Context: an optimization exercise on an open-source flow, tuned for small area, a short achievable clock period and few clock cycles per item. The choices shown serve that exercise and are no tape-out recipe.
In this exercise RTL edits were held to simulation tests only and were not proved equivalent to the original.

==> flow/design.v (excerpt) <==
module hbs_sha256 (
    input  wire         clk,
    input  wire         rst_n,
    input  wire         in_valid,
    output wire         in_ready,
    input  wire [31:0]  in_data,
    input  wire         in_last,
    input  wire [1:0]   in_nbytes,
    output wire         out_valid,
    input  wire         out_ready,
    output wire [255:0] out_digest
);
    localparam [255:0] IV = {32'h6a09e667, 32'hbb67ae85, 32'h3c6ef372, 32'ha54ff53a,
                             32'h510e527f, 32'h9b05688c, 32'h1f83d9ab, 32'h5be0cd19};
    reg        buf_full;
    reg [31:0] buf_data;     
    reg        buf_last;
    reg [1:0]  buf_nb;
    reg        pad_mode;     
    reg        msg_start;    
    reg [3:0]  widx;         
    reg [31:0] nbytes;       
    reg        pad80;        
    reg        lenhere;      
    wire       avail = pad_mode | buf_full;
    reg [31:0] in_word;
    always @(*) begin
        in_word = in_data;
        if (in_last) begin
            case (in_nbytes)
                2'd1: in_word = {in_data[31:24], 8'h80, 16'h0000};
                2'd2: in_word = {in_data[31:16], 8'h80, 8'h00};
                2'd3: in_word = {in_data[31:8], 8'h80};
                default: in_word = in_data;
            endcase
        end
    end
    wire [2:0] buf_bytes = (!buf_last || buf_nb == 2'd0) ? 3'd4 : {1'b0, buf_nb};
    reg        idle, run, bnd;
    reg [5:0]  k;            
    reg        kin;          
    reg        kone;         
    reg        srcph;        
    reg [31:0] ktr;          
    reg        sel_buf, sel_80, sel_hi, sel_lo, sel_wn;
  ...
For scale: about 5900 cells after synthesis, about 1200 flip-flops.
export LEC_CHECK = 0
export CAP_MARGIN = 20
export CORE_MARGIN = 2
export CORE_UTILIZATION = 40
export SLEW_MARGIN = 20
create_clock -name core_clock -period 10.0 [get_ports {clk}]
standard.sh (not shown) runs the stock make flow with config.mk's settings and CLKGATE_MAP_FILE= SYNTH_SCRIPT=/design/flow/synth_recipe.tcl, a recipe that flattens the netlist after the stock synthesis.
==> flow/flow/run.sh <==
#!/bin/bash
export BUFFER_PORTS_ARGS="-buffer_cell sky130_fd_sc_hd__buf_2"
export SETUP_SLACK_MARGIN=5.9
bash standard.sh > standard.log 2>&1
Testbench counts at the start, summed over its fixed seeds: cycles 65,487, bytes 56,871.
Then changed:
==> flow/run.sh (new file) <==
#!/bin/bash
# synth_recipe.tcl (not shown) runs the flow's synth.tcl, then flattens the netlist and writes it again
# the make line also repeats each setting of config.mk as NAME=value (left out here)
make -C /OpenROAD-flow-scripts/flow DESIGN_CONFIG=/design/flow/config.mk WORK_HOME=/design/flow/orfs CLKGATE_MAP_FILE= SYNTH_SCRIPT=/design/flow/synth_recipe.tcl finish
SETUP_SLACK_MARGIN = 5   (was unset)
removed: flow/flow/run.sh
removed: flow/standard.sh
Effect: Final area drops by 5.0%; worst setup slack degrades by 0.25 ns; global-route usage shrinks by 0.55 points; cell count is lower by 3.3%; wire length decreases by 3.5%; non-clock buffer count falls by 293; critical path depth stays the same; flip-flop and latch count is unchanged.

========
## cedar
hbs_sha256, a different RTL version from the one above (not shown whole).
Size: about 5300 cells after synthesis, ~1200 flip-flops, ~300 I/O pins, about 0.062 mm^2 of cells after synthesis.
==> flow/config.mk <==
export PLATFORM = sky130hd
export DESIGN_NAME = hbs_sha256
export DESIGN_NICKNAME = hbs_sha256
export VERILOG_FILES = /design/flow/design.v
export SDC_FILE = /design/flow/constraint.sdc
export NUM_CORES = 4
export LEC_CHECK = 0
export CAP_MARGIN = 20
export CORE_MARGIN = 2
export CORE_UTILIZATION = 40
export SETUP_SLACK_MARGIN = 5
export SLEW_MARGIN = 20
==> flow/constraint.sdc <==
create_clock -name core_clock -period 10.0 [get_ports {clk}]
set_input_delay 2.0000 -clock core_clock [delete_from_list [all_inputs] [get_ports {clk}]]
set_output_delay 2.0000 -clock core_clock [all_outputs]
set_load 0.01 [all_outputs]
==> flow/flow/run.sh <==
#!/bin/bash
export BUFFER_PORTS_ARGS="-buffer_cell sky130_fd_sc_hd__buf_1"
export CTS_ARGS="-sink_clustering_enable -repair_clock_nets -dont_use_dummy_load"
bash standard.sh > standard.log 2>&1
cedar finished end to end and its layout was clean on timing, DRC and antenna.
Testbench counts of cedar, summed over its fixed seeds: cycles 65,487, bytes 56,871.
### cedar -> birch
==> flow/flow/run.sh <==
#!/bin/bash
export BUFFER_PORTS_ARGS="-buffer_cell sky130_fd_sc_hd__buf_2"
export CTS_ARGS="-sink_clustering_enable -repair_clock_nets -dont_use_dummy_load"
bash standard.sh > standard.log 2>&1
## What came out
- The clock latency on the worst-skew pair on birch is in line with that on cedar.
- Per the comparison of birch with cedar, number of violations reported at the end of detailed-routing iteration 0 went up; estimated wirelength of the detail-placed design went up.
- In terms of filler-free cell count of the finished design, cedar and birch differ only marginally.
- On worst slack on hold paths, cedar loses to birch.
- On wire length of the first global-routing pass: between cedar and birch, it ends up lower for cedar.
- In the metrics for cedar and birch, the one carrying the higher met3 usage in global routing is birch.
- Worst-case setup slack after placement (lower): cedar

========
Another version of the RTL of hbs_sha256 (not shown whole).
For scale: ~61000 µm² of cells after synthesis.
clock: 10.0 ns
lec_check: 0
cap_margin: 20
core_margin: 2
core_utilization: 40
cts_buf_list: sky130_fd_sc_hd__clkbuf_4 sky130_fd_sc_hd__clkbuf_8
cts_cluster_size: 30
setup_slack_margin: 5
slew_margin: 20
run.sh (not shown) runs the stock make flow with config.mk's settings and CLKGATE_MAP_FILE= SYNTH_SCRIPT=/design/flow/synth_recipe.tcl, a recipe that flattens the netlist after the stock synthesis.
Stock flow here: none of the scripts above is used.
Testbench counts at the start, summed over its fixed seeds: cycles 65,479, bytes 56,871.
Edit:
- ABC_CLOCK_PERIOD_IN_PS: unset -> 4000
- CTS_BUF_LIST: sky130_fd_sc_hd__clkbuf_4 sky130_fd_sc_hd__clkbuf_8 -> unset
- CTS_CLUSTER_SIZE: 30 -> unset
Die area does not change.
Routed wire length goes down slightly.
First-iteration DRC count goes up by a few percent.
Clock skew decreases by 10 ps.
Cell count fell by a few percent.
Via count drops slightly.
Design area hardly moves.
Register-to-register slack improved by 50 ps.

afterwards: timing with drivers on the ports:
Ports are ideal in the flow. The routed layouts listed here were re-timed in OpenROAD. Step 1 assumes that a clkbuf_16 drives the clock port and a buf_2 every other input. Step 2 adds t to the input delays and takes it off the output delays; t is the mean of the earliest and latest rising clock arrival at the registers after step 1. Input paths then give back, and output paths get back, about the clock's delay inside the block. Three values: ideal ports, drivers, drivers and shift; two values: the first two.
| run | t, ns | setup WS [ns] | worst slew at a driven data input, ns |
|---|---|---|---|
| the first run of note 1 | 0.881 | 5.339 / 5.339 / 5.081 | 0.16 |
| the second run of note 1 | 0.872 | 5.087 / 5.087 / 4.245 | 0.14 |
| cedar | 0.814 | 5.052 / 5.052 / 4.438 | 0.04 |
| birch | 0.815 | 5.062 / 5.062 / 4.372 | 0.05 |
| the first run of note 3 | 0.974 | 4.736 / 4.736 / 4.149 | 0.05 |
| the second run of note 3 | 0.839 | 4.782 / 4.782 / 4.340 | 0.05 |
After both steps setup and hold are still met in every run listed. The setup slack of the second run of note 1, which loses most, moves by 0.000 ns with the drivers and by -0.842 ns with both steps.
